This design comes from an exercise in tuning for small area, a short achievable clock period and few clock cycles on the open sky130 flow, not from production work. Function was checked by simulation only, so behaviour that the tests miss may differ from the original. Power and IR drop assume default switching activity.

$ cat flow/run.sh
#!/bin/bash
# The standard layout (standard.sh: ORFS synthesis to finish), with these
# changes:
#  * the ports are buffered with sky130_fd_sc_hd__buf_1 instead of the
#    buffer buffer_ports picks on its own (every port still gets a buffer);
#  * ORFS's repair_timing steps aim for more setup slack than the clock
#    period needs, so that they size up the gates of the worst paths; after
#    placement they only resize and swap pins (no buffering or cloning).
# The clock, the SDC and everything else are the standard flow's.
set -euo pipefail
export BUFFER_PORTS_ARGS="-buffer_cell sky130_fd_sc_hd__buf_1"
SETUP_SLACK_MARGIN=76 bash standard.sh synth floorplan > standard_flow_floorplan.log 2>&1
SETUP_SLACK_MARGIN=75 SETUP_MOVE_SEQUENCE="unbuffer,sizeup,swap" bash standard.sh > standard_flow.log 2>&1
$ cat standard.sh
#!/bin/bash
# synth_recipe.tcl (not shown) runs the flow's synth.tcl, then flattens the netlist and writes it again
# the make line also repeats each setting of config.mk as NAME=value (left out here)
make -C /OpenROAD-flow-scripts/flow DESIGN_CONFIG=/design/flow/config.mk WORK_HOME=/design/flow/orfs CLKGATE_MAP_FILE= SYNTH_SCRIPT=/design/flow/synth_recipe.tcl "${@:-finish}"
$ cat config.mk
export PLATFORM = sky130hd
export DESIGN_NAME = unthbuf_unit
export DESIGN_NICKNAME = unthbuf_unit
export VERILOG_FILES = /design/flow/design.v
export SDC_FILE = /design/flow/constraint.sdc
export NUM_CORES = 4
export LEC_CHECK = 0
export CAP_MARGIN = 20
export CORE_MARGIN = 2
export CORE_UTILIZATION = 30
export PLACE_DENSITY = 0.45
export SLEW_MARGIN = 20
export SYNTH_HIERARCHICAL = 1
export TNS_END_PERCENT = 20
$ cat constraint.sdc
create_clock -name core_clock -period 100.0 [get_ports {clk}]
set_input_delay 20.0000 -clock core_clock [delete_from_list [all_inputs] [get_ports {clk}]]
set_output_delay 20.0000 -clock core_clock [all_outputs]
set_load 0.01 [all_outputs]
$ cat design.v
module unthbuf_unit (
    input  wire        clk,
    input  wire        rst,         
    input  wire        cmd_valid,
    input  wire [7:0]  cmd_op,
    input  wire [63:0] cmd_a,
    input  wire [63:0] cmd_b,
    output reg         rsp_valid,
    output wire [7:0]  rsp_status,
    output wire [63:0] rsp_d0,
    output wire [63:0] rsp_d1
);
    localparam MAX_CELLS = 8;
    localparam ST_OK        = 3'h0;
    localparam ST_BADWIDTH  = 3'h1;
    localparam ST_INDEX     = 3'h2;
    localparam ST_TOOWIDE   = 3'h3;
    localparam ST_CAPACITY  = 3'h4;
    localparam ST_ILLEGAL   = 3'h5;
    localparam ST_NOTCFG    = 3'h6;
    localparam ST_CELLRANGE = 3'h7;
    integer k;
    genvar  gi;
    function [9:0] add10(input [9:0] x, input [9:0] y);
        reg [9:0] g, p, gn, pn;
        integer i, d;
        begin
            g = x & y;
            p = x ^ y;
            for (d = 1; d < 10; d = d * 2) begin
                gn = g;
                pn = p;
                for (i = d; i < 10; i = i + 1) begin
                    gn[i] = g[i] | (p[i] & g[i-d]);
                    pn[i] = p[i] & p[i-d];
                end
                g = gn;
                p = pn;
            end
            add10 = (x ^ y) ^ {g[8:0], 1'b0};
        end
    endfunction
    function [9:0] sub10(input [9:0] x, input [9:0] y);
        reg [10:0] s;
        begin
            s = add11({x, 1'b1}, {~y, 1'b1});
            sub10 = s[10:1];
        end
    endfunction
    function ge10(input [9:0] x, input [9:0] y);
        reg [15:0] gt, eq, gtn, eqn;
        integer i, n;
        begin
            gt = {6'd0, x & ~y};
            eq = {6'h3f, ~(x ^ y)};
            for (n = 8; n >= 1; n = n / 2) begin
                gtn = 16'd0;
                eqn = 16'd0;
                for (i = 0; i < n; i = i + 1) begin
                    gtn[i] = gt[2*i+1] | (eq[2*i+1] & gt[2*i]);
                    eqn[i] = eq[2*i+1] & eq[2*i];
                end
                gt = gtn;
                eq = eqn;
            end
            ge10 = gt[0] | eq[0];
        end
    endfunction
    function [10:0] add11(input [10:0] x, input [10:0] y);
        reg [10:0] g, p, gn, pn;
        integer i, d;
        begin
            g = x & y;
            p = x ^ y;
            for (d = 1; d < 11; d = d * 2) begin
                gn = g;
                pn = p;
                for (i = d; i < 11; i = i + 1) begin
                    gn[i] = g[i] | (p[i] & g[i-d]);
                    pn[i] = p[i] & p[i-d];
                end
                g = gn;
                p = pn;
            end
            add11 = (x ^ y) ^ {g[9:0], 1'b0};
        end
    endfunction
    function [19:0] csa10(input [9:0] x, input [9:0] y, input [9:0] z);
        reg [9:0] c;
        begin
            c = (x & y) | (x & z) | (y & z);
            csa10 = {c[8:0], 1'b0, x ^ y ^ z};
        end
    endfunction
    function [6:0] epc_of(input [6:0] x);
        integer n;
        begin
            epc_of = 7'd0;
            for (n = 1; n <= 64; n = n + 1)
                if (x == n) epc_of = 64 / n;
        end
    endfunction
    function [6:0] ew_of(input [6:0] x);
        integer n;
        begin
            ew_of = 7'd0;
            for (n = 1; n <= 64; n = n + 1)
                if (x == n) ew_of = (64 / n) * n;
        end
    endfunction
    function [9:0] maxlen_of(input pk, input [6:0] x);
        integer n;
        begin
            maxlen_of = 10'd0;
            for (n = 1; n <= 64; n = n + 1)
                if (x == n) maxlen_of = pk ? (512 / n) : 8 * (64 / n);
        end
    endfunction
    reg        configured;
    reg        packed_lay;
    reg [6:0]  width;
    reg [9:0]  length;
    reg [6:0]  cell_bits;        
    reg [3:0]  cap_r;            
    reg        cap_new;          
    reg  [63:0] wmask;
    always @(*)
        for (k = 0; k < 64; k = k + 1)
            wmask[k] = (k < width);
    wire is_cfga = (cmd_op == 8'h01);
    wire is_cfgp = (cmd_op == 8'h02);
    wire is_cfg  = is_cfga | is_cfgp;
    wire is_get  = (cmd_op == 8'h03);
    wire is_set  = (cmd_op == 8'h04);
    wire is_len  = (cmd_op == 8'h05);
    wire is_pad  = (cmd_op == 8'h06);
    wire is_cap  = (cmd_op == 8'h07);
    wire is_loc  = (cmd_op == 8'h08);
    wire is_rdc  = (cmd_op == 8'h09);
    wire illegal = ~(is_cfg | is_get | is_set | is_len | is_pad | is_cap | is_loc | is_rdc);
    wire op_cfg_lo = (cmd_op[0] ^ cmd_op[1]) & ~cmd_op[2] & ~cmd_op[3];
    wire       a_hi  = |cmd_a[63:10];
    wire [9:0] ai    = cmd_a[9:0];
    wire [6:0] mul_w = op_cfg_lo ? cmd_b[6:0] : width;
    reg  [9:0] pp [0:5];
    always @(*) begin
        for (k = 0; k < 6; k = k + 1)
            pp[k] = (ai << k) & {10{mul_w[k]}};
        pp[0] = pp[0] | ((ai << 6) & {10{mul_w[6]}});
    end
    wire [19:0] m1 = csa10(pp[0], pp[1], pp[2]);
    wire [19:0] m2 = csa10(pp[3], pp[4], pp[5]);
    wire [19:0] m3 = csa10(m1[9:0], m1[19:10], m2[9:0]);
    wire [19:0] m4 = csa10(m3[9:0], m3[19:10], m2[19:10]);
    wire [9:0]  prod = add10(m4[9:0], m4[19:10]);
    wire [9:0] e10 = {3'd0, epc_of(width)};
    wire [2:0] cell_al;
    wire [9:0] dq_x1, dq_x2;
    assign cell_al[2] = ge10(ai, e10 << 2);
    assign dq_x1      = cell_al[2] ? sub10(ai, e10 << 2) : ai;
    assign cell_al[1] = ge10(dq_x1, e10 << 1);
    assign dq_x2      = cell_al[1] ? sub10(dq_x1, e10 << 1) : dq_x1;
    assign cell_al[0] = ge10(dq_x2, e10);
    wire [2:0] lq;
    wire [9:0] lx1, lx2, lr;
    assign lq[2] = (length >= (e10 << 2));
    assign lx1   = lq[2] ? length - (e10 << 2) : length;
    assign lq[1] = (lx1 >= (e10 << 1));
    assign lx2   = lq[1] ? lx1 - (e10 << 1) : lx1;
    assign lq[0] = (lx2 >= e10);
    assign lr    = lq[0] ? lx2 - e10 : lx2;
    wire [3:0] cap_al = {1'b0, lq} + {3'd0, |lr};
    wire idx_oob  = a_hi | ge10(ai, length);
    wire too_wide = |(cmd_b & ~wmask);
    wire [9:0] cb10     = {3'd0, cell_bits};
    wire [19:0] r1      = csa10(cb10 & {10{cmd_a[0]}}, (cb10 << 1) & {10{cmd_a[1]}},
                                (cb10 << 2) & {10{cmd_a[2]}});
    wire [9:0] rdc_pos  = add10(r1[9:0], r1[19:10]);
    wire       cfg_w_ok   = ~(|cmd_b[63:7]) & (cmd_b[6:0] != 7'd0) & (cmd_b[6:0] <= 7'd64);
    wire       cfg_cap_ok = ~a_hi & ge10(maxlen_of(is_cfgp, cmd_b[6:0]), ai);
    reg [2:0] status;
    always @(*) begin
        if (illegal)              status = ST_ILLEGAL;
        else if (is_cfg) begin
            if (!cfg_w_ok)        status = ST_BADWIDTH;
            else if (!cfg_cap_ok) status = ST_CAPACITY;
            else                  status = ST_OK;
        end
        else if (!configured)     status = ST_NOTCFG;
        else if (is_get | is_loc) status = idx_oob ? ST_INDEX : ST_OK;
        else if (is_set)          status = idx_oob ? ST_INDEX : too_wide ? ST_TOOWIDE : ST_OK;
        else                      status = ST_OK;
    end
    wire ok     = (status == ST_OK);
    wire accept = cmd_valid & ~rst;
    wire [9:0] s_in  = is_rdc ? {1'b0, rdc_pos[8:0]} : prod;
    reg  [7:0] th_gt, th_eq, th_ge, th_a, th_b;
    always @(*)
        for (k = 0; k < 8; k = k + 1) begin
            th_gt[k] = (k > s_in[5:3]);
            th_eq[k] = (k == s_in[5:3]);
            th_ge[k] = (k >= s_in[2:0]);
            th_a[k]  = s_in[6] ? (k < s_in[5:3]) : (k > s_in[5:3]);
            th_b[k]  = s_in[6] ? (k < s_in[2:0]) : (k >= s_in[2:0]);
        end
    wire [3:0] c_in1 = {1'b0, s_in[8:6]} + 4'd1;
    reg [2:0]  st_r;
    reg        k_ext, k_rdc, k_len, k_pad, k_cap, k_loc;
    reg        set_r, clr_r;
    reg [9:0]  s_r;               
    reg        rdc_r;             
    reg [2:0]  ra_r;              
    reg        ra_big;            
    reg [7:0]  gt_r, eq_r, ge_r;  
    reg [7:0]  ia_r, ib_r;        
    reg [2:0]  cal_r;             
    reg [3:0]  esel_r;            
    reg [3:0]  osel_r;            
    reg [5:0]  amt_r;             
    reg [63:0] b_r;
    always @(posedge clk) begin
        if (rst) begin
            rsp_valid  <= 1'b0;
            configured <= 1'b0;
            set_r      <= 1'b0;
            clr_r      <= 1'b0;
            cap_new    <= 1'b0;
        end else begin
            rsp_valid <= cmd_valid;
            set_r     <= cmd_valid & ok & is_set;
            clr_r     <= cmd_valid & ok & is_cfg;
            if (cmd_valid & ok & is_cfg)
                configured <= 1'b1;
            cap_new <= cmd_valid & ok & is_cfg;
        end
    end
    always @(posedge clk)
        if (cap_new)
            cap_r <= packed_lay ? (s_r[9:6] + {3'd0, |s_r[5:0]}) : cap_al;
    always @(posedge clk) begin
        st_r  <= status;
        k_ext <= ok & (is_get | is_rdc);
        k_rdc <= is_rdc;
        rdc_r <= is_rdc & configured;
        ra_r  <= cmd_a[2:0];
        ra_big <= |cmd_a[63:3];
        k_len <= ok & is_len;
        k_pad <= ok & is_pad;
        k_cap <= ok & is_cap;
        k_loc <= ok & is_loc;
        s_r   <= s_in;
        amt_r <= s_in[5:0] ^ {6{is_set}};
        for (k = 0; k < 4; k = k + 1) begin
            esel_r[k] <= (c_in1[3:1] == k);
            osel_r[k] <= (s_in[8:7] == k);
        end
        b_r   <= cmd_b;
        gt_r  <= th_gt;
        eq_r  <= th_eq;
        ge_r  <= th_ge;
        ia_r  <= th_a;
        ib_r  <= th_b;
        cal_r <= cell_al;
        if (accept & ok & is_cfg) begin
            packed_lay <= is_cfgp;
            width      <= cmd_b[6:0];
            length     <= ai;
            cell_bits  <= is_cfgp ? 7'd64 : ew_of(cmd_b[6:0]);
        end
    end
    reg [63:0] cells [0:MAX_CELLS-1];
    wire [2:0] rc  = s_r[8:6];
    wire [5:0] ro  = s_r[5:0];
    reg  [63:0] ge_o;                      
    always @(*)
        for (k = 0; k < 64; k = k + 1)
            ge_o[k] = gt_r[k / 8] | (eq_r[k / 8] & ge_r[k % 8]);
    reg  [63:0] ev, od;
    always @(*) begin
        ev = 64'd0;
        od = 64'd0;
        for (k = 0; k < 4; k = k + 1) begin
            ev = ev | (cells[2*k]   & {64{esel_r[k]}});
            od = od | (cells[2*k+1] & {64{osel_r[k]}});
        end
    end
    reg  [63:0] in_ev;
    always @(*)
        for (k = 0; k < 64; k = k + 1)
            in_ev[k] = ia_r[k / 8] | (eq_r[k / 8] & ib_r[k % 8]);
    wire [63:0] g_ev = in_ev & {64{~set_r}};
    wire [63:0] g_od = ~in_ev & {64{~set_r}};
    wire [63:0] rin  = (ev & g_ev) | (od & g_od) | ({b_r[0], b_r[63:1]} & {64{set_r}});
    wire [63:0]  rot;
    unthbuf_rot64 u_rot (.x(rin), .amt(amt_r), .y(rot));
    wire [8:0] pad = packed_lay ? 9'd0 : (7'd64 - cell_bits) * cap_r;
    wire       rdc_oob = rdc_r & (ra_big | ({1'b0, ra_r} >= cap_r));
    wire [6:0] mw = k_rdc ? cell_bits : width;
    reg  [63:0] xmask;
    always @(*)
        for (k = 0; k < 64; k = k + 1)
            xmask[k] = k_ext & ~rdc_oob & (k < mw);
    wire [63:0] ext = rot & xmask;
    wire [6:0] endv    = {1'b0, ro} + width;
    wire       span    = packed_lay & (endv > 7'd64);
    wire [9:0] al_base  = cal_r * cell_bits;
    wire [5:0] loc_off  = packed_lay ? ro : (ro - al_base[5:0]);
    wire [2:0] loc_cell = packed_lay ? rc : cal_r;
    wire [6:0] low_bits  = span ? (7'd64 - {1'b0, ro}) : width;
    wire [6:0] high_bits = span ? (endv - 7'd64) : 7'd0;
    assign rsp_status = {5'd0, rdc_oob ? ST_CELLRANGE : st_r};
    assign rsp_d0 = ext
                  | (k_len ? {54'd0, length} : 64'd0)
                  | (k_cap ? {60'd0, cap_r} : 64'd0)
                  | (k_pad ? {55'd0, pad} : 64'd0)
                  | (k_loc ? {61'd0, loc_cell} : 64'd0);
    assign rsp_d1 = k_loc ? {41'd0, high_bits, 1'b0, low_bits, 1'b0, span, loc_off} : 64'd0;
    wire        end_h = endv[6];
    reg  [63:0] lt_e;
    always @(*)
        for (k = 0; k < 64; k = k + 1)
            lt_e[k] = (k < endv[5:0]);
    wire [63:0] win    = (ge_o & (lt_e | {64{end_h}})) | (lt_e & {64{end_h}});
    wire [63:0] wr_ev  = win & in_ev;
    wire [63:0] wr_od  = win & ~in_ev;
    wire [63:0] new_ev, new_od;
    unthbuf_merge u_mev (.old(ev), .ins(rot), .sel(wr_ev), .clr(clr_r), .y(new_ev));
    unthbuf_merge u_mod (.old(od), .ins(rot), .sel(wr_od), .clr(clr_r), .y(new_od));
    generate
        for (gi = 0; gi < 4; gi = gi + 1) begin : g_wr
            wire we_ev = clr_r | (set_r & esel_r[gi]);
            wire we_od = clr_r | (set_r & osel_r[gi]);
            always @(posedge clk) begin
                if (we_ev) cells[2*gi]   <= new_ev;
                if (we_od) cells[2*gi+1] <= new_od;
            end
        end
    endgenerate
endmodule
module unthbuf_rot64 (
    input  wire [63:0] x,
    input  wire [5:0]  amt,
    output reg  [63:0] y
);
    integer k;
    always @(*) begin
        y = x;
        for (k = 0; k < 6; k = k + 1)
            if (amt[k]) y = (y >> (1 << k)) | (y << (64 - (1 << k)));
    end
endmodule
module unthbuf_merge (
    input  wire [63:0] old,
    input  wire [63:0] ins,
    input  wire [63:0] sel,
    input  wire        clr,
    output wire [63:0] y
);
    assign y = {64{~clr}} & ((sel & ins) | (~sel & old));
endmodule
==> flow_summary.ini, run 1 <==
[status]
run_status = timing/DRC/antenna clean

[die]
dieArea_mm2 = 0.147
start_util_pct = 30.2
die_h_um = 384
core_area_mm2 = 0.143
die_width_um = 384
num_io_pins = 276
rows = 139

[layout]
nFillCells = 14700
layout_common_cells = 541 x edfxtp_1, 431 x nor2_1, 380 x nand2_1
fin_nets = 4505
layout_commonest_cell = edfxtp_1
syn_to_final_growth_pct = 13.6
drive_gt1_share_pct = 13.3

[setup_path]
critPathArrivalTime_ns = 5.15
worstSetupPathDepth = 11
cpPeakStageDelay_ns = 0.71
crit_family = compound AO/OA/AOI/OAI gates
path_cells = buf_6, a22oi_1, nand2_1, o21ai_0, o21ai_0, mux4_2, mux4_2, mux4_2, o21ai_0, o21ai_0, buf_1
start_kind = flop
worst_path_max_delay_cell = dfxtp_2
cp_data_required_time_ns = 80.00
cp_common_cell = o21ai_0
critical_path_class = reg -> out
end_kind = output pin
rr_worst_depth = 31
crit_path_max_fanout = 34
critPathBufInv = 2

[global_route]
grt_pass1_vias = 34000
track_usage_pct = 24.8
grt_max_degree = 77
grt_pass1_wl_um = 262000
grt_overflow = 0
antenna_found_initial = 18

[synthesis]
avgSynthCellArea_um2 = 10.6
ys_seq_elements = 689
ys_seq_area_share_pct = 44.4
async_reset_ff_share_pct = 0
synth_flop_cell = edfxtp_1
ys_types = 93
synth-edff-count = 541
synth_warnings = 10
syn_area_mm2 = 0.0432
syn_inst = 4083

[route]
routed-wl-met2_um = 84200
wire_per_inst_um = 30.4
wl_met3_um = 16500
dr.max_layer_used = met5
drt-met1-wl_um = 77400
viasPerCell = 5.83
drc_errors = 0
drtPass1Iterations = 6
routed_wl_um = 188000
via_count = 36000
drtAntennaViolNets = 0
drt_iter0_markers = 4333

[sta]
rsz0062_at_grt = yes
slew_violations = 0
max_slew_margin_pct = 19.1
hold_viol_final = 0
setup_viol = 0
worst_pin_slew_ns = 1.21
fin_skew_ns = 0.0383
setup_tns_ns = 0
timing.fmax_ghz = 0.0398
period_share_pct = 25.1
finalCriticalPeriod_ns = 25.15

[power]
p_switching_uw = 800
powerDensity_mw_per_mm2 = 34.7
p_comb_share_pct = 56.2
p_clk_share_pct = 18.1
p_sw_share_pct = 46.9
total_power_mw = 1.71
intPower_uw = 905
leakage_nw = 17.1
p_seq_share_pct = 25.7
ir_drop_uv = 16.7

[cts]
cts.sinks = 689
cts_max_path_buffers = 3
clk_pin_slew_ns = 0.06
cts_buffers = 82
clockRootBuffer = clkbuf_16
clk_latency_ns = 0.68
tritoncts = built
h-tree-depth = 3

[place]
hpwlAfterDp_um = 140000
port_buffers = 226
place.gp.congestion = 1.04

[run]
drv_cap = 0

[hold_path]
hold_path_class = reg -> reg
hold_depth = 1
==> power by group through the flow <==
stage,Combinational [mW],Clock [mW],Sequential (mW)
3_5_place_dp,0.906,0,0.444
2_1_floorplan,0.572,0,0.404
5_1_grt,0.991,0.325,0.439
3_3_place_gp,0.900,0,0.444
6_report,0.958,0.309,0.438
4_1_cts,0.922,0.314,0.438
==> sequential cells by signal (all words and copies together), names as in the netlist, 6 cells and up <==
register and count:
amt_r 6, b_r 64, cell_bits 7, cells 512
eq_r 8, ge_r 7, gt_r 8, ia_r 8
ib_r 8, length 10, s_r 10, width 7
==> worst register-to-register path, delay by kind of cell (launching register included) <==
family / cells / cell delay (ns)
simple gates: 8 / 2.34
flops: 1 / 0.42
fa+ha+maj: 6 / 1.85
mux: 2 / 0.66
buf+inv: 3 / 0.48
compound gates: 12 / 3.58
==> routing by layer <==
metal  track usage, %  vias to the layer above
met5                0                        -
met4             11.2                        8
met3             5.86                      337
met2             38.5                     1804
met1             32.9                    18300
li1                 -                    15600
==> per-stage QoR <==
| stage | utilization (%) | std cells | setup slack [ns] | hold WS [ns] | area, um2 |
|---|---|---|---|---|---|
| after floorplan | - | 4132 | 74.80 | 0.471 | 43700 |
| after detailed placement | 32.1 | 6019 | 73.71 | 0.625 | 46000 |
| after CTS | 34.2 | 6162 | 74.86 | 0.636 | 49000 |
| after global placement | 32.1 | 6018 | 73.83 | 0.629 | 46000 |
| after global routing | 34.3 | 6168 | 74.56 | 0.656 | 49100 |
| final | 34.3 | 6173 | 74.85 | 0.659 | 49100 |
==> synth_stat cells, types with 7 or more instances <==
master / count / area share, %
inv_1: 118 / 1.0
clkbuf_1: 164 / 1.4
o21ai_1: 19 / 0.22
fa_1: 49 / 2.3
or3_1: 13 / 0.19
inv_2: 7 / 0.061
a22oi_1: 275 / 4.8
nor4_1: 31 / 0.45
maj3_1: 29 / 0.67
ha_1: 116 / 3.4
nor3b_1: 15 / 0.26
nand2b_1: 21 / 0.30
o21bai_1: 12 / 0.21
edfxtp_1: 541 / 38
and2_1: 34 / 0.49
buf_4: 57 / 0.99
a21oi_1: 228 / 2.6
mux2i_1: 150 / 3.5
nor2b_1: 44 / 0.64
xor2_1: 22 / 0.45
nand4_1: 20 / 0.29
o21ai_0: 295 / 3.4
buf_1: 63 / 0.55
buf_2: 14 / 0.16
o211ai_1: 11 / 0.19
mux2_2: 15 / 0.39
and3_1: 18 / 0.26
o31ai_1: 17 / 0.30
or2_2: 12 / 0.17
buf_6: 18 / 0.47
xnor2_1: 64 / 1.3
nand2_1: 384 / 3.3
nor2_1: 435 / 3.8
nand3_1: 118 / 1.4
a211oi_1: 21 / 0.36
a221oi_1: 19 / 0.38
mux4_2: 189 / 9.8
nor3_1: 64 / 0.74
dfxtp_1: 148 / 6.9
a21o_1: 43 / 0.75
a31oi_1: 20 / 0.29
o21a_1: 23 / 0.40
o221ai_1: 9 / 0.18
o22ai_1: 14 / 0.20
==> path summary, 6_finish.rpt <==
check	startpoint	endpoint	slack, ns
worst min register to register	configured	rdc_r	0.66
worst max-delay path	esel_r[1]	rsp_d0[5]	74.85
worst min-delay path	configured	rdc_r	0.66
worst max register to register	width[1]	cap_r[1]	90.44
==> cell families after synthesis <==
kind of cell             synth area share (%)
XOR/XNOR                                 1.74
AO/OA/AOI/OAI                            15.9
buffers and inverters                    4.94
other                                 0.00867
multiplexers                             13.9
adder cells (fa/ha/maj)                  6.30
flip-flops                               44.4
AND/OR/NAND/NOR                          12.8
==> final cells by class <==
type	instances	area, um2	area share, %
diodes	10	25.0	0.0509
clock buffers	115	2360	4.81
clock inverters	28	382	0.777
inverters	129	504	1.03
multi-input cells	2993	22700	46.2
flip-flops and latches	689	19300	39.2
well taps	1903	2380	4.85
repair buffers	306	1520	3.10
==> Yosys stat by module (local to each module, per instance) <==
| module | cell area (um2) | cells inside | flip-flops and latches |
|---|---|---|---|
| unthbuf_rot64 | 4610 | 234 | 0 |
| unthbuf_merge | 960 | 135 | 0 |
| unthbuf_unit | 36700 | 3579 | 689 |
==> what timing repair did <==
action	in CTS	in global routing
pin swaps	18	2
resized for setup	121	17
setup buffers	0	0
cloned	0	0
hold buffers	0	0
setup endpoints to repair	69	20
Testbench counts, summed over its fixed seeds: cycles 12,000.
==> run 2, diff against run 1 <==
--- a/config.mk
+++ b/config.mk
@@ -8,6 +8,8 @@
 export CAP_MARGIN = 20
 export CORE_MARGIN = 2
-export CORE_UTILIZATION = 30
-export PLACE_DENSITY = 0.45
+export CORE_UTILIZATION = 48
+export CTS_CLUSTER_DIAMETER = 100
+export CTS_CLUSTER_SIZE = 30
+export PLACE_DENSITY = 0.7
 export SLEW_MARGIN = 20
 export SYNTH_HIERARCHICAL = 1
==> run 2 against run 1 <==
Net effect: still clean; non-clock buffer count unchanged; sequential power decreased by 3%; total power shrank 11%; global-route usage up 9.5 points; fmax fell by 0.46%; critical path type unchanged; largest cell class unchanged.
==> flow_summary.ini, run 2 <==
[die]
dieArea_mm2 = 0.0925
num_io_pins = 276
start_util_pct = 48.3
die_h_um = 304
core_area_mm2 = 0.0896
die_width_um = 304
rows = 110

[synthesis]
synth_warnings = 10
synth_flop_cell = edfxtp_1
post-synth-top-count-cell = edfxtp_1
synth-edff-count = 541
synth.top_cells.by_count = 541 x edfxtp_1, 435 x nor2_1, 384 x nand2_1
syn_area_mm2 = 0.0432
avgSynthCellArea_um2 = 10.6
syn_inst = 4083
ys_seq_area_share_pct = 44.4
synth_top_area_share_pct = 37.6
ys_seq_elements = 689
yosysTopAreaCell = edfxtp_1
ys_types = 93
async_reset_ff_share_pct = 0
synth.area.top_cells = edfxtp_1 38%, mux4_2 9.8%, dfxtp_1 6.9%

[layout]
fin_nets = 4453
final_util_pct = 51.7
fin_cells = 5356
syn_to_final_growth_pct = 7.18
largest-register = cells
drive_gt1_share_pct = 11.5
reg_top3 = cells: 512 flops, b_r: 64 flops
layout_common_cells = 541 x edfxtp_1, 430 x nor2_1, 381 x nand2_1
final_cell_area_mm2 = 0.0464
layout_commonest_cell = edfxtp_1
largest_reg_flops = 512

[cts]
tritoncts = built
cts_setup_buffers = 0
clk_pin_slew_ns = 0.12
cts.sinks = 689
clk_latency_ns = 0.67
clockRootBuffer = clkbuf_16
cts_max_path_buffers = 3
cts_buffers = 30
h-tree-depth = 1

[route]
drtPass1Iterations = 7
viasPerCell = 6.78
drtAntennaViolNets = 0
via_count = 36300
drt_iter0_markers = 5549
routed_wl_um = 164000
wire_per_inst_um = 30.5
drc_errors = 0

[power]
total_power_mw = 1.52
ir_drop_uv = 22.8
powerDensity_mw_per_mm2 = 32.7
leakage_nw = 16.3

[global_route]
grt_pass1_vias = 33300
grt_pass1_wl_um = 233000
antenna_found_initial = 8
grt_max_degree = 71
track_usage_pct = 34.3
grt_overflow = 0

[setup_path]
start_kind = flop
critical_path_class = reg -> out
end_kind = output pin
cp_data_required_time_ns = 80.00
crit_path_max_fanout = 37
cp_common_cell = o21ai_0
path_cells = buf_4, buf_6, a22oi_1, nand3_1, o21ai_0, o21ai_0, mux4_2, mux4_2, mux4_2, o21ai_0, o21ai_0, buf_1
critPathArrivalTime_ns = 5.26
worst_path_max_delay_cell = o21ai_0
cpPeakStageDelay_ns = 0.74

[sta]
rsz0062_at_grt = yes
layout_setup_ws_ns = 74.74
fin_skew_ns = 0.0483
slew_violations = 0
timing.fmax_ghz = 0.0396
hold_viol_final = 0
period_share_pct = 25.3
setup_tns_ns = 0
worst_pin_slew_ns = 1.19
max_slew_margin_pct = 19.8
hold-worst-slack_ns = 0.655
finalCriticalPeriod_ns = 25.26
setup_viol = 0

[place]
hpwlAfterDp_um = 122000
dp_cells = 5293
pre_cts_slack_ns = 73.83
port_buffers = 226
place.gp.congestion = 1.07
place_area_mm2 = 0.0451

[run]
drv_cap = 0

[hold_path]
hold_path_class = reg -> reg

[status]
run_status = timing/DRC/antenna clean
[run 2: modules after synthesis (local to each module, per instance)]
module | cells | cell area (um2)
unthbuf_unit | 3579 | 36700
unthbuf_merge | 135 | 960
unthbuf_rot64 | 234 | 4610
[run 2: layout make-up]
class                           count  area (um2)
Timing Repair Buffer              306        1510
Tap cell                         1176        1470
Inverter                          129         504
Fill cell                        8066       43200
Clock inverter                      9         159
Multi-Input combinational cell   2993       22600
Clock buffer                       47         857
Sequential cell                   689       19200
Antenna cell                        7        17.5
[run 2: timing repair]
item / in CTS / in global routing
pin swaps: 18 / 2
setup endpoints to repair: 65 / 70
resized for setup: 72 / 55
hold buffers: 0 / 0
[run 2: routing by layer]
layer	wire [um]	vias up	global-route usage [%]
met1	59400	17700	44.6
li1	-	15400	-
met5	36	-	0
met3	21400	504	9.72
met2	71300	2703	51.8
met4	11400	6	19.0
[run 2: critical path: cells and delay by family, from the launching register on]
| family | cells | cell delay (ns) |
|---|---|---|
| AOI/OAI and AO/OA | 5 | 1.76 |
| buffers and inverters | 3 | 1.02 |
| DFF | 1 | 0.33 |
| muxes | 3 | 1.31 |
| and+or+nand+nor | 1 | 0.13 |
[run 2: cell families after synthesis]
group / Yosys count / share of synthesized area (%)
buffers and inverters: 450 / 4.94
and+or+nand+nor: 1231 / 12.8
AOI/OAI and AO/OA: 1075 / 15.9
xor gates and xnor gates: 86 / 1.74
muxes: 357 / 13.9
DFF: 689 / 44.4
adders and majority gates: 194 / 6.30
other: 1 / 0.00867
[run 2: path summary, 6_finish.rpt]
path,start,endpoint,slack [ns],cells after the start
max,osel_r[3],rsp_d0[0],74.74,12
min,s_r[9],cap_r[3],0.66,3
max reg2reg,width[6],cap_r[1],90.39,28
min reg2reg,s_r[9],cap_r[3],0.66,3
[run 2: report_power, final]
part	total [mW]	switching [mW]	internal [mW]
clock network	0.159	0.0945	0.0650
logic	0.930	0.611	0.319
registers	0.427	0.0306	0.396
==> run 3, diff against run 2 <==
--- a/config.mk
+++ b/config.mk
@@ -8,8 +8,8 @@
 export CAP_MARGIN = 20
 export CORE_MARGIN = 2
-export CORE_UTILIZATION = 48
+export CORE_UTILIZATION = 52
 export CTS_CLUSTER_DIAMETER = 100
 export CTS_CLUSTER_SIZE = 30
-export PLACE_DENSITY = 0.7
+export PLACE_DENSITY = 0.75
 export SLEW_MARGIN = 20
 export SYNTH_HIERARCHICAL = 1
==> run 3 against run 2 <==
Net effect: core utilization up 4.3 points; setup slack better by 0.012 ns; final cell count decreased by 2.1%; critical path depth is 1 lower; clock power barely moved; clock-buffer cell count grew 1; sequential cell count unchanged; sequential power is essentially flat; combinational power is 0.9% lower; critical path type unchanged; largest power group unchanged.
==> flow_summary.ini, run 3 <==
[layout]
layout_common_cells = 541 x edfxtp_1, 431 x nor2_1, 381 x nand2_1
largest_reg_flops = 512
syn_to_final_growth_pct = 6.60
fin_nets = 4449
layout_commonest_cell = edfxtp_1
drive_gt1_share_pct = 11.1
largest-register = cells
reg_top3 = cells: 512 flops, b_r: 64 flops

[die]
core_area_mm2 = 0.0822
dieArea_mm2 = 0.0855
die_width_um = 292
start_util_pct = 52.6
rows = 105
num_io_pins = 276
die_h_um = 292

[sta]
max_slew_margin_pct = 16.1
hold_viol_final = 0
slew_violations = 0
worst_pin_slew_ns = 1.25
layout_setup_ws_ns = 74.75
rsz0062_at_grt = yes
setup_viol = 0
setup_tns_ns = 0
timing.fmax_ghz = 0.0396
finalCriticalPeriod_ns = 25.25
fin_skew_ns = 0.0640
period_share_pct = 25.3

[synthesis]
synth_warnings = 10
synth.area.top_cells = edfxtp_1 38%, mux4_2 9.8%, dfxtp_1 6.9%
post-synth-top-count-cell = edfxtp_1
synth_top_area_share_pct = 37.6
synth.top_cells.by_count = 541 x edfxtp_1, 435 x nor2_1, 384 x nand2_1
syn_inst = 4083
async_reset_ff_share_pct = 0
synthAdderAreaFrac_pct = 6.30
ys_seq_elements = 689
synth_compound_area_share_pct = 15.9
synthXorXnorAreaFrac_pct = 1.74
ys_types = 93
synth-simple-area-share_pct = 12.8
synthMuxAreaShare_pct = 13.9
synth_top_family_by_area = compound AO/OA/AOI/OAI gates
yosysTopAreaCell = edfxtp_1
synth-edff-count = 541
ys_seq_area_share_pct = 44.4
syn_area_mm2 = 0.0432
avgSynthCellArea_um2 = 10.6
synth_flop_cell = edfxtp_1

[setup_path]
r2r_start = width[2]
r2r_slack_ns = 90.15
critical_path_class = reg -> out
worst_path_max_delay_cell = mux4_2
critPathBufInv = 2
cp_data_required_time_ns = 80.00
worstSetupPathDepth = 11
cpPeakStageDelay_ns = 0.67
start_kind = flop
path_cells = buf_4, a22oi_1, nand2_1, o21ai_0, o21ai_0, mux4_2, mux4_2, mux4_2, o21ai_0, o21ai_0, buf_1
cp_common_cell = o21ai_0
rr_worst_depth = 30
end_kind = output pin
critPathArrivalTime_ns = 5.25
crit_family = multiplexers
crit_path_start = esel_r[2]
crit_path_max_fanout = 28

[power]
p_switching_uw = 736
intPower_uw = 774
p_seq_share_pct = 28.5
p_comb_share_pct = 61.1
p_clk_share_pct = 10.4
leakage_nw = 16.2
powerDensity_mw_per_mm2 = 32.8
ir_drop_uv = 25.8
p_sw_share_pct = 48.7

[global_route]
grt_pass1_wl_um = 229000
grt_max_degree = 96
track_usage_pct = 36.4
grt_pass1_vias = 33800
grt_overflow = 0
antenna_found_initial = 16

[cts]
h-tree-depth = 1
clk_latency_ns = 0.68
tritoncts = built
clockRootBuffer = clkbuf_16
cts_max_path_buffers = 3
clk_pin_slew_ns = 0.12
cts_setup_buffers = 0
cts_buffers = 31
cts.sinks = 689

[route]
viasPerCell = 6.91
drt_iter0_markers = 5732
via_count = 36200
drtAntennaViolNets = 0
wire_per_inst_um = 30.5
drc_errors = 0
routed_wl_um = 160000
drtPass1Iterations = 8

[status]
run_status = timing/DRC/antenna clean

[place]
place.gp.congestion = 1.09
hpwlAfterDp_um = 120000
pre_cts_slack_ns = 73.50
port_buffers = 226

[run]
drv_cap = 0

[hold_path]
min-delay-start = configured
hold_depth = 1
hold_path_class = reg -> reg
run 3: cell counts after synthesis:
Identical to the previous run, type by type.
run 3: timing repair:
action / 4_1_cts / 5_1_grt
setup endpoints to repair: 65 / 21
gates cloned: 0 / 0
pin swaps: 6 / 2
hold buffers: 0 / 0
gates resized for setup: 54 / 38
run 3: layout make-up:
cell class | instances | area [um2]
Antenna cell | 4 | 10.0
Timing Repair Buffer | 301 | 1450
Tap cell | 1070 | 1340
Sequential cell | 689 | 19300
Clock buffer | 48 | 840
Inverter | 129 | 504
Multi-Input combinational cell | 2993 | 22500
Fill cell | 6972 | 36100
Clock inverter | 10 | 183
run 3: path summary, 6_finish.rpt:
kind | to
worst max-delay path | rsp_d0[5]
worst min-delay path | rdc_r
worst max register to register | cap_r[1]
worst min register to register | rdc_r
run 3: kinds of logic (layout without fill, tap and decap cells):
kind of cell    count (synthesis)  in the layout
fa+ha+maj                     194            194
compound gates               1075           1075
other cells                     1             54
buf+inv                       450            488
xor+xnor                       86             86
flops                         689            689
simple gates                 1231           1231
mux                           357            357
run 3: modules after synthesis, one instance, submodules excluded:
| module | flip-flops and latches | cells inside |
|---|---|---|
| unthbuf_merge | 0 | 135 |
| unthbuf_unit | 689 | 3579 |
| unthbuf_rot64 | 0 | 234 |
run 3: metrics by stage:
step / power, mW / instance area, um2 / hold WS [ns] / util, % / cells
2_1_floorplan: 0.977 / 43700 / 0.471 / - / 4132
3_3_place_gp: 1.28 / 44900 / 0.629 / 54.6 / 5182
3_5_place_dp: 1.30 / 44900 / 0.625 / 54.6 / 5182
4_1_cts: 1.46 / 46000 / 0.642 / 56.0 / 5240
5_1_grt: 1.54 / 46100 / 0.640 / 56.0 / 5241
6_report: 1.51 / 46100 / 0.638 / 56.1 / 5244
run 3: metal layers:
layer	GRT usage (%)	wire [um]	vias up
li1	-	-	15400
met4	22.1	12300	18
met3	8.98	20100	551
met1	46.8	57500	17500
met5	0.794	174	-
met2	55.9	70100	2759
run 3: power by group through the flow:
stage	combinational [mW]	sequential, mW	clock [mW]
after global placement	0.850	0.434	0
after detailed placement	0.864	0.434	0
after global routing	0.946	0.430	0.167
after CTS	0.871	0.428	0.158
final	0.922	0.430	0.158
after floorplan	0.572	0.404	0
run 3: worst reg2reg max path: cells and delay by family, from the launching register on:
kind | cells | cell delay, ns
AOI/OAI and AO/OA | 14 | 4.39
adders and majority gates | 6 | 1.94
and+or+nand+nor | 6 | 2.11
DFF | 1 | 0.42
buffers and inverters | 3 | 0.48
muxes | 1 | 0.26
==> run 4, diff against run 3 <==
--- a/config.mk
+++ b/config.mk
@@ -9,6 +9,6 @@
 export CORE_MARGIN = 2
 export CORE_UTILIZATION = 52
-export CTS_CLUSTER_DIAMETER = 100
-export CTS_CLUSTER_SIZE = 30
+export CTS_CLUSTER_DIAMETER = 60
+export CTS_CLUSTER_SIZE = 24
 export PLACE_DENSITY = 0.75
 export SLEW_MARGIN = 20
==> run 4 against run 3 <==
Net effect: highest routed layer unchanged; critical endpoint is now rsp_d0[8]; still clean; register-to-register slack got worse by 0.05 ns; critical path type unchanged; combinational power increased by 0.4%; total power increased by 4.8%.
==> flow_summary.ini, run 4 <==
[cts]
tritoncts = built
cts.sinks = 689
h-tree-depth = 2
postCtsHoldBufs = 0
clockRootBuffer = clkbuf_16
cts_max_path_buffers = 3
cts_buffers = 51
clk_pin_slew_ns = 0.08
clk_latency_ns = 0.67
cts_setup_buffers = 0

[sta]
period_share_pct = 25.1
hold-worst-slack_ns = 0.656
slew_violations = 0
fin_skew_ns = 0.0555
max_slew_margin_pct = 15.3
hold_viol_final = 0
setup_tns_ns = 0
finalCriticalPeriod_ns = 25.09
rsz0062_at_grt = yes
worst_pin_slew_ns = 1.26
timing.fmax_ghz = 0.0399
setup_viol = 0

[synthesis]
synth-edff-count = 541
synth_top_area_share_pct = 37.6
yosysTopAreaCell = edfxtp_1
synth.area.top_cells = edfxtp_1 38%, mux4_2 9.8%, dfxtp_1 6.9%
syn_area_mm2 = 0.0432
async_reset_ff_share_pct = 0
synth_warnings = 10
synth_flop_cell = edfxtp_1
syn_inst = 4083
ys_seq_area_share_pct = 44.4
synth.top_cells.by_count = 541 x edfxtp_1, 435 x nor2_1, 384 x nand2_1
post-synth-top-count-cell = edfxtp_1
ys_seq_elements = 689
ys_types = 93
avgSynthCellArea_um2 = 10.6

[setup_path]
start_kind = flop
critical_path_class = reg -> out
end_kind = output pin
rr_worst_depth = 30
r2r-end = cap_r[1]
r2r_start = width[3]
critPathArrivalTime_ns = 5.09
crit_path_max_fanout = 9
cp_data_required_time_ns = 80.00
r2r_slack_ns = 90.10

[place]
dp_cells = 5182
place.gp.congestion = 1.09
hpwlAfterDp_um = 120000
port_buffers = 226

[route]
routed_wl_um = 161000
drtPass1Iterations = 9
drt_iter0_markers = 5867
drc_errors = 0
drtAntennaViolNets = 0
wire_per_inst_um = 30.5
via_count = 36500
viasPerCell = 6.90

[global_route]
gr-usage-met3_pct = 8.81
grt_overflow = 0
grt_pass1_vias = 34100
top_usage_layer = met2
track_usage_pct = 36.8
grt_pass1_wl_um = 230000
met1_usage_pct = 47.3
antenna_found_initial = 15
grt_use_met2_pct = 56.0
grt_max_degree = 96

[layout]
largest-register = cells
fin_cells = 5279
layout_commonest_cell = edfxtp_1
syn_to_final_growth_pct = 8.56
largest_reg_flops = 512
nFillCells = 6900
fin_nets = 4469
final_util_pct = 57.1
reg_top3 = cells: 512 flops, b_r: 64 flops
drive_gt1_share_pct = 12.5
layout_common_cells = 541 x edfxtp_1, 431 x nor2_1, 381 x nand2_1

[die]
core_area_mm2 = 0.0822
start_util_pct = 52.6
die_width_um = 292
die_h_um = 292
num_io_pins = 276
dieArea_mm2 = 0.0855
rows = 105

[hold_path]
min-delay-start = configured
whs_endpoint = rdc_r
hold_path_class = reg -> reg
hold_depth = 1

[power]
leakage_nw = 16.6
powerDensity_mw_per_mm2 = 33.7
total_power_mw = 1.58
ir_drop_uv = 25.9

[run]
drv_cap = 0

[status]
run_status = timing/DRC/antenna clean
-- run 4: cell counts after synthesis --
Identical to the previous run, type by type.
-- run 4: per-layer routing --
metal | wire, um | share of wire (%) | vias up
met4 | 12500 | 7.7 | 20
met3 | 20200 | 13 | 548
met1 | 57700 | 36 | 17600
met2 | 70500 | 44 | 2793
li1 | - | - | 15500
met5 | 285 | 0.18 | -
-- run 4: layout make-up --
type,instances,area (um2),share of cell area [%]
Timing Repair Buffer,301,1450,3.10
Antenna cell,4,10.0,0.0213
Sequential cell,689,19300,41.0
Inverter,129,504,1.07
Tap cell,1070,1340,2.85
Clock buffer,53,1280,2.73
Clock inverter,40,544,1.16
Multi-Input combinational cell,2993,22600,48.1
-- run 4: kinds of logic after synthesis --
logic type / count (synthesis) / synth area share [%]
AOI/OAI and AO/OA: 1075 / 15.9
xor gates and xnor gates: 86 / 1.74
adders and majority gates: 194 / 6.30
buffers and inverters: 450 / 4.94
DFF: 689 / 44.4
muxes: 357 / 13.9
other: 1 / 0.00867
and+or+nand+nor: 1231 / 12.8
-- run 4: critical path: stages, from the launching register on --
cell and delay (ns):
dfxtp_2 0.73, a21oi_1 0.27, o21ai_0 0.55, o21ai_1 0.34, mux4_2 0.63, mux4_2 0.57
mux4_2 0.63, o21ai_0 0.28, o221ai_1 0.25, buf_1 0.18
-- run 4: worst max path at each step --
| stage | startpoint | end | slack [ns] |
|---|---|---|---|
| 4_1_cts | eq_r[5] | rsp_d0[8] | 75.00 |
| 6_report | ib_r[7] | rsp_d0[8] | 74.91 |
| 3_5_place_dp | cmd_a[2] | cal_r[0] | 73.50 |
| 3_3_place_gp | cmd_a[2] | cal_r[0] | 73.61 |
| 5_1_grt | cmd_a[2] | cal_r[0] | 74.71 |
| 2_1_floorplan | cmd_a[2] | cal_r[0] | 74.80 |
-- run 4: timing repair --
| item | 4_1_cts | 5_1_grt |
|---|---|---|
| cloned | 0 | 0 |
| endpoints found under the setup margin | 65 | 22 |
| pin swaps | 7 | 2 |
| resized for setup | 53 | 65 |
-- run 4: power breakdown --
group / internal, mW / switching, mW
Sequential: 0.396 / 0.0343
Clock: 0.105 / 0.120
Combinational: 0.317 / 0.609
Total: 0.818 / 0.764
-- run 4: Yosys stat by module (local to each module, per instance) --
module	flip-flops and latches	copies in the design
unthbuf_merge	0	2
unthbuf_rot64	0	1
unthbuf_unit	689	1
-- run 4: stage by stage --
stage,area (um2),setup WS (ns)
after global routing,46900,74.71
final,46900,74.91
after detailed placement,44900,73.50
after floorplan,43700,74.80
after CTS,46800,75.00
after global placement,44900,73.61
==> run 5, diff against run 4 <==
--- a/flow/run.sh
+++ b/flow/run.sh
@@ -11,3 +11,3 @@
 export BUFFER_PORTS_ARGS="-buffer_cell sky130_fd_sc_hd__buf_1"
 SETUP_SLACK_MARGIN=76 bash standard.sh synth floorplan > standard_flow_floorplan.log 2>&1
-SETUP_SLACK_MARGIN=75 SETUP_MOVE_SEQUENCE="unbuffer,sizeup,swap" bash standard.sh > standard_flow.log 2>&1
+SETUP_SLACK_MARGIN=75.5 SETUP_MOVE_SEQUENCE="unbuffer,sizeup,swap" bash standard.sh > standard_flow.log 2>&1
--- a/config.mk
+++ b/config.mk
@@ -8,8 +8,8 @@
 export CAP_MARGIN = 20
 export CORE_MARGIN = 2
-export CORE_UTILIZATION = 52
-export CTS_CLUSTER_DIAMETER = 60
-export CTS_CLUSTER_SIZE = 24
-export PLACE_DENSITY = 0.75
+export CORE_UTILIZATION = 48
+export CTS_CLUSTER_DIAMETER = 80
+export CTS_CLUSTER_SIZE = 30
+export PLACE_DENSITY = 0.7
 export SLEW_MARGIN = 20
 export SYNTH_HIERARCHICAL = 1
==> run 5 against run 4 <==
Net effect: still clean; via count is 0.57% lower; clock power down 14%; first-iteration DRC count fell by 3.6%; clock-buffer cell count shrank 11; design area increased by 0.23%; critical path type is now in -> reg; largest cell class unchanged.
==> flow_summary.ini, run 5 <==
[synthesis]
async_reset_ff_share_pct = 0
synth.area.top_cells = edfxtp_1 38%, mux4_2 9.8%, dfxtp_1 6.9%
avgSynthCellArea_um2 = 10.6
ys_types = 93
yosysTopAreaCell = edfxtp_1
synth.top_cells.by_count = 541 x edfxtp_1, 435 x nor2_1, 384 x nand2_1
syn_area_mm2 = 0.0432
ys_seq_elements = 689
synth_flop_cell = edfxtp_1
post-synth-top-count-cell = edfxtp_1
synth_top_area_share_pct = 37.6
synth_warnings = 10
synth-edff-count = 541
syn_inst = 4083
ys_seq_area_share_pct = 44.4

[setup_path]
cp_data_required_time_ns = 100.49
critical_path.endpoint = cal_r[0]
r2r-end = cap_r[1]
critPathBufInv = 2
cpPeakStageDelay_ns = 0.59
critPathArrivalTime_ns = 25.62
worst_path_max_delay_cell = nor4_4
r2r_slack_ns = 90.39
crit_path_start = cmd_a[2]
r2r_start = width[6]
cp_common_cell = o21a_1
worstSetupPathDepth = 27
crit_family = compound AO/OA/AOI/OAI gates
start_kind = primary input
critical_path_class = in -> reg
end_kind = flop
crit_path_max_fanout = 12
rr_worst_depth = 28

[layout]
largest_reg_flops = 512
drive_gt1_share_pct = 12.8
fin_nets = 4461
reg_top3 = cells: 512 flops, b_r: 64 flops
largest-register = cells
multi_input_area_mm2 = 0.0228
seqCellArea_mm2 = 0.0193
layout_commonest_cell = edfxtp_1
nFillCells = 7977
layout_common_cells = 541 x edfxtp_1, 427 x nor2_1, 379 x nand2_1
syn_to_final_growth_pct = 8.81
final_cell_area_mm2 = 0.0471

[power]
powerDensity_mw_per_mm2 = 33.2
leakage_nw = 16.5
ir_drop_uv = 24.5

[sta]
rsz0062_at_grt = yes
timing.fmax_ghz = 0.0398
hold_viol_final = 0
setup_tns_ns = 0
worst_pin_slew_ns = 1.11
max_slew_margin_pct = 25.9
slew_violations = 0
period_share_pct = 25.1
fin_skew_ns = 0.0539
finalCriticalPeriod_ns = 25.13
setup_viol = 0

[route]
viasPerCell = 6.76
drtAntennaViolNets = 0
wire_per_inst_um = 30.6
drtPass1Iterations = 8
drc_errors = 0
via_count = 36200
drt_iter0_markers = 5653
routed_wl_um = 164000

[die]
die_width_um = 304
num_io_pins = 276
dieArea_mm2 = 0.0925
core_area_mm2 = 0.0896
rows = 110
die_h_um = 304
start_util_pct = 48.3

[place]
port_buffers = 226
place.gp.congestion = 1.07
hpwlAfterDp_um = 122000
place_area_mm2 = 0.0451

[global_route]
grt_pass1_vias = 33600
grt_pass1_wl_um = 234000
track_usage_pct = 34.5
antenna_found_initial = 8
grt_overflow = 0
grt_max_degree = 71

[cts]
postCtsHoldBufs = 0
cts_buffers = 38
clk_latency_ns = 0.62
cts_max_path_buffers = 3
clk_pin_slew_ns = 0.11
cts.sinks = 689
h-tree-depth = 2
clockRootBuffer = clkbuf_16
tritoncts = built

[run]
drv_cap = 0

[hold_path]
min-delay-start = configured
hold_path_class = reg -> reg

[status]
run_status = timing/DRC/antenna clean
[run 5: cell counts after synthesis]
Identical to the previous run, type by type.
[run 5: kinds of logic (layout without fill, tap and decap cells)]
family / count (synthesis) / after routing / share of synthesized area [%]
adders and majority gates: 194 / 194 / 6.30
other: 1 / 53 / 0.00867
and+or+nand+nor: 1231 / 1231 / 12.8
DFF: 689 / 689 / 44.4
buffers and inverters: 450 / 501 / 4.94
AOI/OAI and AO/OA: 1075 / 1075 / 15.9
xor gates and xnor gates: 86 / 86 / 1.74
muxes: 357 / 357 / 13.9
[run 5: layout make-up]
cell class	instances	area share, %
tap	1176	3.13
timing repair buffer	306	3.43
multi-input combinational	2993	48.4
clock inverter	24	0.869
antenna	3	0.0160
sequential	689	40.9
clock buffer	42	2.16
inverter	129	1.08
[run 5: worst min path at each step]
stage,to,slack [ns],cells after the start
2_1_floorplan,configured,0.47,1
3_3_place_gp,rdc_r,0.62,1
3_5_place_dp,rdc_r,0.63,1
4_1_cts,rdc_r,0.62,1
5_1_grt,rdc_r,0.63,1
6_report,rdc_r,0.63,1
[run 5: modules after synthesis, one instance, submodules excluded]
module         area (um2)  cells inside  times used
unthbuf_rot64        4610           234           1
unthbuf_merge         960           135           2
unthbuf_unit        36700          3579           1
[run 5: power breakdown]
group | internal, mW | switching, mW
Combinational | 0.325 | 0.617
Clock | 0.0862 | 0.107
Sequential | 0.396 | 0.0312
[run 5: through the flow]
step	setup slack [ns]	hold WS, ns	power, mW	util, %	cells
final	74.87	0.628	1.56	52.5	5362
after global routing	74.67	0.635	1.60	52.5	5360
after CTS	74.89	0.622	1.51	52.4	5359
after detailed placement	73.83	0.627	1.30	50.3	5293
after global placement	73.98	0.624	1.29	50.3	5293
after floorplan	74.80	0.471	0.977	-	4132
[run 5: what timing repair did]
action | in CTS | in global routing
buffers inserted | 0 | 0
pin swaps | 23 | 2
endpoints found under the hold margin | 0 | 0
setup endpoints to repair | 73 | 113
resized for setup | 208 | 16
[run 5: routing by layer]
layer,wire length [um],track usage (%),vias to the layer above
met3,21500,10.5,461
li1,-,-,15400
met5,32,0,-
met4,11400,19.4,6
met1,60100,44.4,17800
met2,71300,52.0,2594
[run 5: worst register-to-register path: cells and delay by family, from the launching register on]
family	cells	cell delay [ns]
AO/OA/AOI/OAI	9	2.94
AND/OR/NAND/NOR	11	3.23
buffers and inverters	1	0.13
multiplexers	2	0.64
adder cells (fa/ha/maj)	5	1.72
flip-flops	1	0.71
==> run 6, diff against run 5 <==
--- a/design.v
+++ b/design.v
@@ -124,4 +124,5 @@
     reg [3:0]  cap_r;            
     reg        cap_new;          
+    reg        cap_pend;         
     reg  [63:0] wmask;
     always @(*)
@@ -154,21 +155,26 @@
     wire [19:0] m4 = csa10(m3[9:0], m3[19:10], m2[19:10]);
     wire [9:0]  prod = add10(m4[9:0], m4[19:10]);
+    wire       op_loc_lo = cmd_op[3] & ~cmd_op[0];    
+    wire       dv_len    = cap_pend & ~op_loc_lo;
+    wire [9:0] len_m1    = length - 10'd1;
+    wire [9:0] dv_x      = dv_len ? len_m1 : ai;
     wire [9:0] e10 = {3'd0, epc_of(width)};
+    wire [9:0] em [1:7];
+    assign em[1] = e10;
+    assign em[2] = e10 << 1;
+    assign em[3] = add10(e10, e10 << 1);
+    assign em[4] = e10 << 2;
+    assign em[5] = add10(e10, e10 << 2);
+    assign em[6] = em[3] << 1;
+    assign em[7] = sub10(e10 << 3, e10);
+    reg  [7:1] qge;
+    always @(*)
+        for (k = 1; k < 8; k = k + 1)
+            qge[k] = ge10(dv_x, em[k]);
     wire [2:0] cell_al;
-    wire [9:0] dq_x1, dq_x2;
-    assign cell_al[2] = ge10(ai, e10 << 2);
-    assign dq_x1      = cell_al[2] ? sub10(ai, e10 << 2) : ai;
-    assign cell_al[1] = ge10(dq_x1, e10 << 1);
-    assign dq_x2      = cell_al[1] ? sub10(dq_x1, e10 << 1) : dq_x1;
-    assign cell_al[0] = ge10(dq_x2, e10);
-    wire [2:0] lq;
-    wire [9:0] lx1, lx2, lr;
-    assign lq[2] = (length >= (e10 << 2));
-    assign lx1   = lq[2] ? length - (e10 << 2) : length;
-    assign lq[1] = (lx1 >= (e10 << 1));
-    assign lx2   = lq[1] ? lx1 - (e10 << 1) : lx1;
-    assign lq[0] = (lx2 >= e10);
-    assign lr    = lq[0] ? lx2 - e10 : lx2;
-    wire [3:0] cap_al = {1'b0, lq} + {3'd0, |lr};
+    assign cell_al[2] = qge[4];
+    assign cell_al[1] = qge[6] | (qge[2] & ~qge[4]);
+    assign cell_al[0] = qge[7] | (qge[5] & ~qge[6]) | (qge[3] & ~qge[4]) | (qge[1] & ~qge[2]);
+    wire [3:0] cap_al = (length == 10'd0) ? 4'd0 : {1'b0, cell_al} + 4'd1;
     wire idx_oob  = a_hi | ge10(ai, length);
     wire too_wide = |(cmd_b & ~wmask);
@@ -226,4 +232,5 @@
             clr_r      <= 1'b0;
             cap_new    <= 1'b0;
+            cap_pend   <= 1'b0;
         end else begin
             rsp_valid <= cmd_valid;
@@ -233,9 +240,15 @@
                 configured <= 1'b1;
             cap_new <= cmd_valid & ok & is_cfg;
+            if (cmd_valid & ok & is_cfg)
+                cap_pend <= 1'b1;
+            else if (packed_lay | dv_len)
+                cap_pend <= 1'b0;
         end
     end
     always @(posedge clk)
-        if (cap_new)
-            cap_r <= packed_lay ? (s_r[9:6] + {3'd0, |s_r[5:0]}) : cap_al;
+        if (cap_new & packed_lay)
+            cap_r <= s_r[9:6] + {3'd0, |s_r[5:0]};
+        else if (dv_len & ~packed_lay)
+            cap_r <= cap_al;
     always @(posedge clk) begin
         st_r  <= status;
--- a/config.mk
+++ b/config.mk
@@ -9,5 +9,5 @@
 export CORE_MARGIN = 2
 export CORE_UTILIZATION = 48
-export CTS_CLUSTER_DIAMETER = 80
+export CTS_CLUSTER_DIAMETER = 100
 export CTS_CLUSTER_SIZE = 30
 export PLACE_DENSITY = 0.7
==> run 6 against run 5 <==
Net effect: combinational power up 1%; area after synthesis rose by 0.72%; hold slack worse by 0.083 ns; final cell count rose by 0.24%; fmax increased by 1.6%; first-iteration DRC count rose by 1.5%; synthesized cell count rose by 0.61%; critical endpoint is now rsp_d0[5].
==> flow_summary.ini, run 6 <==
[place]
hpwlAfterDp_um = 118000
pre_cts_slack_ns = 73.99
port_buffers = 226
place.gp.congestion = 1.14

[synthesis]
syn_inst = 4108
syn_area_mm2 = 0.0436
synth_warnings = 10
synth.area.top_cells = edfxtp_1 37%, mux4_2 9.8%, dfxtp_1 6.8%
synth-edff-count = 541
synth.top_cells.by_count = 541 x edfxtp_1, 394 x nand2_1, 385 x nor2_1
synth-simple-area-share_pct = 13.0
synth_top_area_share_pct = 37.3
ys_seq_elements = 690
ys_seq_area_share_pct = 44.1
async_reset_ff_share_pct = 0
synthAdderAreaFrac_pct = 6.84
yosysTopAreaCell = edfxtp_1
synth_flop_cell = edfxtp_1
post-synth-top-count-cell = edfxtp_1
synthXorXnorAreaFrac_pct = 1.70
avgSynthCellArea_um2 = 10.6
synth_compound_area_share_pct = 15.8
synth_top_family_by_area = compound AO/OA/AOI/OAI gates
synthMuxAreaShare_pct = 13.5
ys_types = 102

[sta]
period_share_pct = 24.7
slew_violations = 0
setup_viol = 0
worst_pin_slew_ns = 1.03
max_slew_margin_pct = 30.3
timing.fmax_ghz = 0.0404
layout_setup_ws_ns = 75.25
setup_tns_ns = 0
rsz0062_at_grt = yes
finalCriticalPeriod_ns = 24.75
hold_viol_final = 0
fin_skew_ns = 0.0635

[power]
leakage_nw = 16.9
powerDensity_mw_per_mm2 = 32.5
ir_drop_uv = 23.6

[run]
drv_cap = 0

[hold_path]
hold_path_class = reg -> reg

[layout]
drive_gt1_share_pct = 15.8
largest-register = cells
layout_common_cells = 541 x edfxtp_1, 391 x nand2_1, 381 x nor2_1
fin_nets = 4508
reg_top3 = cells: 512 flops, b_r: 64 flops
syn_to_final_growth_pct = 9.86
largest_reg_flops = 512
layout_commonest_cell = edfxtp_1

[route]
viasPerCell = 6.77
drtAntennaViolNets = 0
wire_per_inst_um = 29.9
drc_errors = 0
drtPass1Iterations = 11
routed_wl_um = 160000
via_count = 36400
drt_iter0_markers = 5738

[die]
rows = 110
die_width_um = 305
dieArea_mm2 = 0.0932
core_area_mm2 = 0.0900
num_io_pins = 276
start_util_pct = 48.4
die_h_um = 305

[setup_path]
cp_data_required_time_ns = 80.00
critPathArrivalTime_ns = 4.75
crit_path_max_fanout = 36
end_kind = output pin
start_kind = flop
critical_path_class = reg -> out

[cts]
cts_setup_buffers = 0
clk_pin_slew_ns = 0.12
clockRootBuffer = clkbuf_16
postCtsHoldBufs = 0
cts_max_path_buffers = 3
cts_buffers = 34
h-tree-depth = 2
cts.sinks = 690
clk_latency_ns = 0.64
tritoncts = built

[global_route]
grt_max_degree = 113
grt_pass1_wl_um = 231000
track_usage_pct = 33.6
grt_pass1_vias = 34200
antenna_found_initial = 9
grt_overflow = 0

[status]
run_status = timing/DRC/antenna clean
run 6: cell type report:
class,instances,area [um2]
Multi-Input combinational cell,3005,23800
Timing Repair Buffer,307,1640
Inverter,137,534
Antenna cell,6,15.0
Clock inverter,14,240
Tap cell,1176,1470
Sequential cell,690,19300
Clock buffer,40,895
Fill cell,7913,42200
run 6: routing by layer:
| metal | routed length (um) | vias up | share of wire [%] | GRT usage (%) |
|---|---|---|---|---|
| met1 | 56900 | 17500 | 35 | 42.6 |
| met2 | 69200 | 2754 | 43 | 49.8 |
| li1 | - | 15500 | - | - |
| met3 | 22800 | 568 | 14 | 11.5 |
| met5 | 49 | - | 0.031 | 0 |
| met4 | 11600 | 8 | 7.2 | 20.3 |
run 6: logic make-up (layout without fill, tap and decap cells):
| logic type | after synthesis | after routing |
|---|---|---|
| adder cells (fa/ha/maj) | 213 | 213 |
| flip-flops | 690 | 690 |
| XOR/XNOR | 83 | 83 |
| multiplexers | 346 | 346 |
| buffers and inverters | 462 | 498 |
| other | 2 | 57 |
| AO/OA/AOI/OAI | 1078 | 1078 |
| AND/OR/NAND/NOR | 1234 | 1234 |
run 6: what timing repair did:
action / CTS / global route
pin swaps: 42 / 14
endpoints found under the setup margin: 116 / 45
resized for setup: 426 / 22
run 6: metrics by stage:
step | instances | util (%) | power, mW | area, um2 | hold WS (ns)
5_1_grt | 5372 | 53.2 | 1.59 | 47800 | 0.578
4_1_cts | 5369 | 53.0 | 1.50 | 47700 | 0.542
3_3_place_gp | 5315 | 50.3 | 1.27 | 45200 | 0.510
3_5_place_dp | 5315 | 50.3 | 1.28 | 45200 | 0.516
6_report | 5375 | 53.2 | 1.56 | 47900 | 0.545
2_1_floorplan | 4157 | - | 0.969 | 43900 | 0.487
run 6: worst paths after layout:
path | depth (start not counted) | slack, ns | startpoint | end
setup / recovery | 12 | 75.25 | osel_r[1] | rsp_d0[5]
hold / removal | 1 | 0.54 | cap_pend | cap_pend
setup reg to reg | 24 | 93.43 | width[1] | cap_r[2]
hold reg to reg | 1 | 0.54 | cap_pend | cap_pend
run 6: worst max-delay path, cell delays in order, from the launching register on:
cell and delay [ns]:
dfxtp_2 0.34, buf_8 0.18, buf_16 0.23, a22oi_1 0.27, nand3_1 0.17, o21ai_4 0.18, o21ai_1 0.16, mux4_2 0.57
mux4_2 0.59, mux4_2 0.61, o21ai_1 0.31, o21ai_0 0.25, buf_1 0.18
run 6: power by group:
group	switching (mW)	internal (mW)
logic	0.618	0.334
clock network	0.101	0.0695
registers	0.0375	0.396
total	0.757	0.800
run 6: Yosys stat by module, one instance, submodules excluded:
module / copies in the design / flops+latches / cells
unthbuf_unit: 1 / 690 / 3604
unthbuf_rot64: 1 / 0 / 234
unthbuf_merge: 2 / 0 / 135
Testbench counts of run 6, summed over its fixed seeds: cycles 12,000.
==> run 7, diff against run 6 <==
--- a/config.mk
+++ b/config.mk
@@ -9,6 +9,6 @@
 export CORE_MARGIN = 2
 export CORE_UTILIZATION = 48
-export CTS_CLUSTER_DIAMETER = 100
-export CTS_CLUSTER_SIZE = 30
+export CTS_CLUSTER_DIAMETER = 60
+export CTS_CLUSTER_SIZE = 24
 export PLACE_DENSITY = 0.7
 export SLEW_MARGIN = 20
==> run 7 against run 6 <==
Net effect: via count is 0.73% higher; combinational power is essentially flat; hold slack got worse by 0.0066 ns; synthesized cell count unchanged; non-clock buffer count increased by 1; area after synthesis did not move; clock-buffer cell count up 17; highest routed layer unchanged.
==> flow_summary.ini, run 7 <==
[status]
run_status = timing/DRC/antenna clean

[layout]
largest_reg_flops = 512
drive_gt1_share_pct = 16.4
seqCellArea_mm2 = 0.0193
fin_nets = 4525
reg_top3 = cells: 512 flops, b_r: 64 flops
largest-register = cells
syn_to_final_growth_pct = 11.4
layout_common_cells = 541 x edfxtp_1, 391 x nand2_1, 381 x nor2_1
multi_input_area_mm2 = 0.0237
fin_cells = 5413
layout_commonest_cell = edfxtp_1
nFillCells = 7865

[setup_path]
critical_path_class = reg -> out
r2r_start = width[1]
critPathBufInv = 3
r2r_slack_ns = 93.47
cp_common_cell = mux4_2
crit_family = multiplexers
worstSetupPathDepth = 12
path_cells = buf_12, buf_16, a22oi_1, nand3_1, o21ai_2, o21ai_1, mux4_2, mux4_2, mux4_2, o21ai_1, o21ai_0, buf_1
crit_path_max_fanout = 42
r2r-end = cap_r[2]
worst_path_max_delay_cell = mux4_2
critPathArrivalTime_ns = 4.84
end_kind = output pin
cp_data_required_time_ns = 80.00
start_kind = flop
rr_worst_depth = 24
cpPeakStageDelay_ns = 0.61

[cts]
clockRootBuffer = clkbuf_16
cts_buffers = 50
postCtsHoldBufs = 0
tritoncts = built
clk_latency_ns = 0.69
cts.sinks = 690
cts_max_path_buffers = 3
clk_pin_slew_ns = 0.08
h-tree-depth = 2

[synthesis]
avgSynthCellArea_um2 = 10.6
yosysTopAreaCell = edfxtp_1
syn_inst = 4108
synth_top_area_share_pct = 37.3
synth.area.top_cells = edfxtp_1 37%, mux4_2 9.8%, dfxtp_1 6.8%
ys_seq_area_share_pct = 44.1
ys_types = 102
synth-edff-count = 541
post-synth-top-count-cell = edfxtp_1
async_reset_ff_share_pct = 0
synth_flop_cell = edfxtp_1
synth_warnings = 10
synth.top_cells.by_count = 541 x edfxtp_1, 394 x nand2_1, 385 x nor2_1
ys_seq_elements = 690
syn_area_mm2 = 0.0436

[global_route]
grt_overflow = 0
grt_use_met2_pct = 49.7
grt_pass1_wl_um = 232000
track_usage_pct = 33.8
met1_usage_pct = 42.8
gr-usage-met3_pct = 11.4
grt_max_degree = 113
grt_pass1_vias = 34500
antenna_found_initial = 3
top_usage_layer = met2

[sta]
rsz0062_at_grt = yes
setup_tns_ns = 0
finalCriticalPeriod_ns = 24.84
timing.fmax_ghz = 0.0403
setup_viol = 0
worst_pin_slew_ns = 1.05
fin_skew_ns = 0.0547
period_share_pct = 24.8
max_slew_margin_pct = 29.7
hold_viol_final = 0
slew_violations = 0

[die]
start_util_pct = 48.4
core_area_mm2 = 0.0900
die_h_um = 305
rows = 110
num_io_pins = 276
dieArea_mm2 = 0.0932
die_width_um = 305

[route]
drt_iter0_markers = 5806
wire_per_inst_um = 29.7
via_count = 36700
drtAntennaViolNets = 0
drc_errors = 0
drtPass1Iterations = 7
routed_wl_um = 161000
viasPerCell = 6.77

[place]
port_buffers = 226
hpwlAfterDp_um = 118000
place.gp.congestion = 1.14
dp_cells = 5315

[hold_path]
whs_endpoint = cap_pend
hold_depth = 1
min-delay-start = cap_pend
hold_path_class = reg -> reg

[power]
ir_drop_uv = 26.9
leakage_nw = 17.2
powerDensity_mw_per_mm2 = 33.2

[run]
drv_cap = 0
## run 7: cell families after synthesis
logic type / share of synthesized area [%]
xor+xnor: 1.70
mux: 13.5
other cells: 0.0172
compound gates: 15.8
simple gates: 13.0
flops: 44.1
buf+inv: 5.03
fa+ha+maj: 6.84
## run 7: report_power, final
part           internal, mW  switching [mW]
Clock                 0.110           0.120
Sequential            0.396          0.0372
Combinational         0.334           0.616
Total                 0.839           0.773
## run 7: worst max-delay path by stage
stage	startpoint	endpoint	slack, ns
floorplan	cmd_op[0]	esel_r[2]	75.64
global placement	cmd_op[0]	esel_r[2]	74.02
detailed placement	cmd_op[0]	esel_r[2]	73.99
CTS	cell_bits[0]	rsp_d0[7]	75.30
global route	cell_bits[0]	rsp_d0[7]	75.08
finish	osel_r[2]	rsp_d0[5]	75.16
## run 7: cell type report
class | instances | share of cell area, %
clock inverters | 34 | 1.06
repair buffers | 308 | 3.41
clock buffers | 57 | 2.76
flip-flops and latches | 690 | 39.7
well taps | 1176 | 3.03
diodes | 6 | 0.0309
multi-input cells | 3005 | 48.9
inverters | 137 | 1.10
## run 7: routing by layer
metal,routed length (um),part of all wire (%),up-vias
li1,-,-,15600
met1,56800,35,17700
met2,68500,43,2792
met3,23000,14,610
met4,12400,7.7,6
met5,191,0.12,-
## run 7: timing repair
| item | in CTS | in global routing |
|---|---|---|
| pin swaps | 39 | 14 |
| buffers inserted | 0 | 0 |
| gates resized for setup | 426 | 12 |
| setup endpoints to repair | 113 | 40 |
## run 7: worst reg2reg max path, delay by kind of cell, from the launching register on
kind                     cells  cell delay (ns)
AO/OA/AOI/OAI                9             1.91
flip-flops                   1             0.43
adder cells (fa/ha/maj)      4             1.34
buffers and inverters        2             0.62
AND/OR/NAND/NOR              7             1.61
XOR/XNOR                     2             0.38
## run 7: per-stage QoR
step	hold slack (ns)	instance area (um2)	setup slack (ns)	util [%]	total power, mW
2_1_floorplan	0.487	43900	75.64	-	0.969
3_3_place_gp	0.510	45200	74.02	50.3	1.27
3_5_place_dp	0.516	45200	73.99	50.3	1.28
4_1_cts	0.536	48400	75.30	53.8	1.56
5_1_grt	0.575	48500	75.08	53.9	1.65
6_report	0.538	48500	75.16	53.9	1.61
## run 7: modules after synthesis (local to each module, per instance)
module | area, um2 | copies in the design
unthbuf_unit | 37000 | 1
unthbuf_rot64 | 4610 | 1
unthbuf_merge | 960 | 2

Check on run 7: ideal ports give 75.161 ns setup slack; a clkbuf_16 on the clock port and buf_2 on the inputs give 75.087 ns; moving port delays by the midpoint clock arrival (0.734 ns) as well gives 74.721 ns.
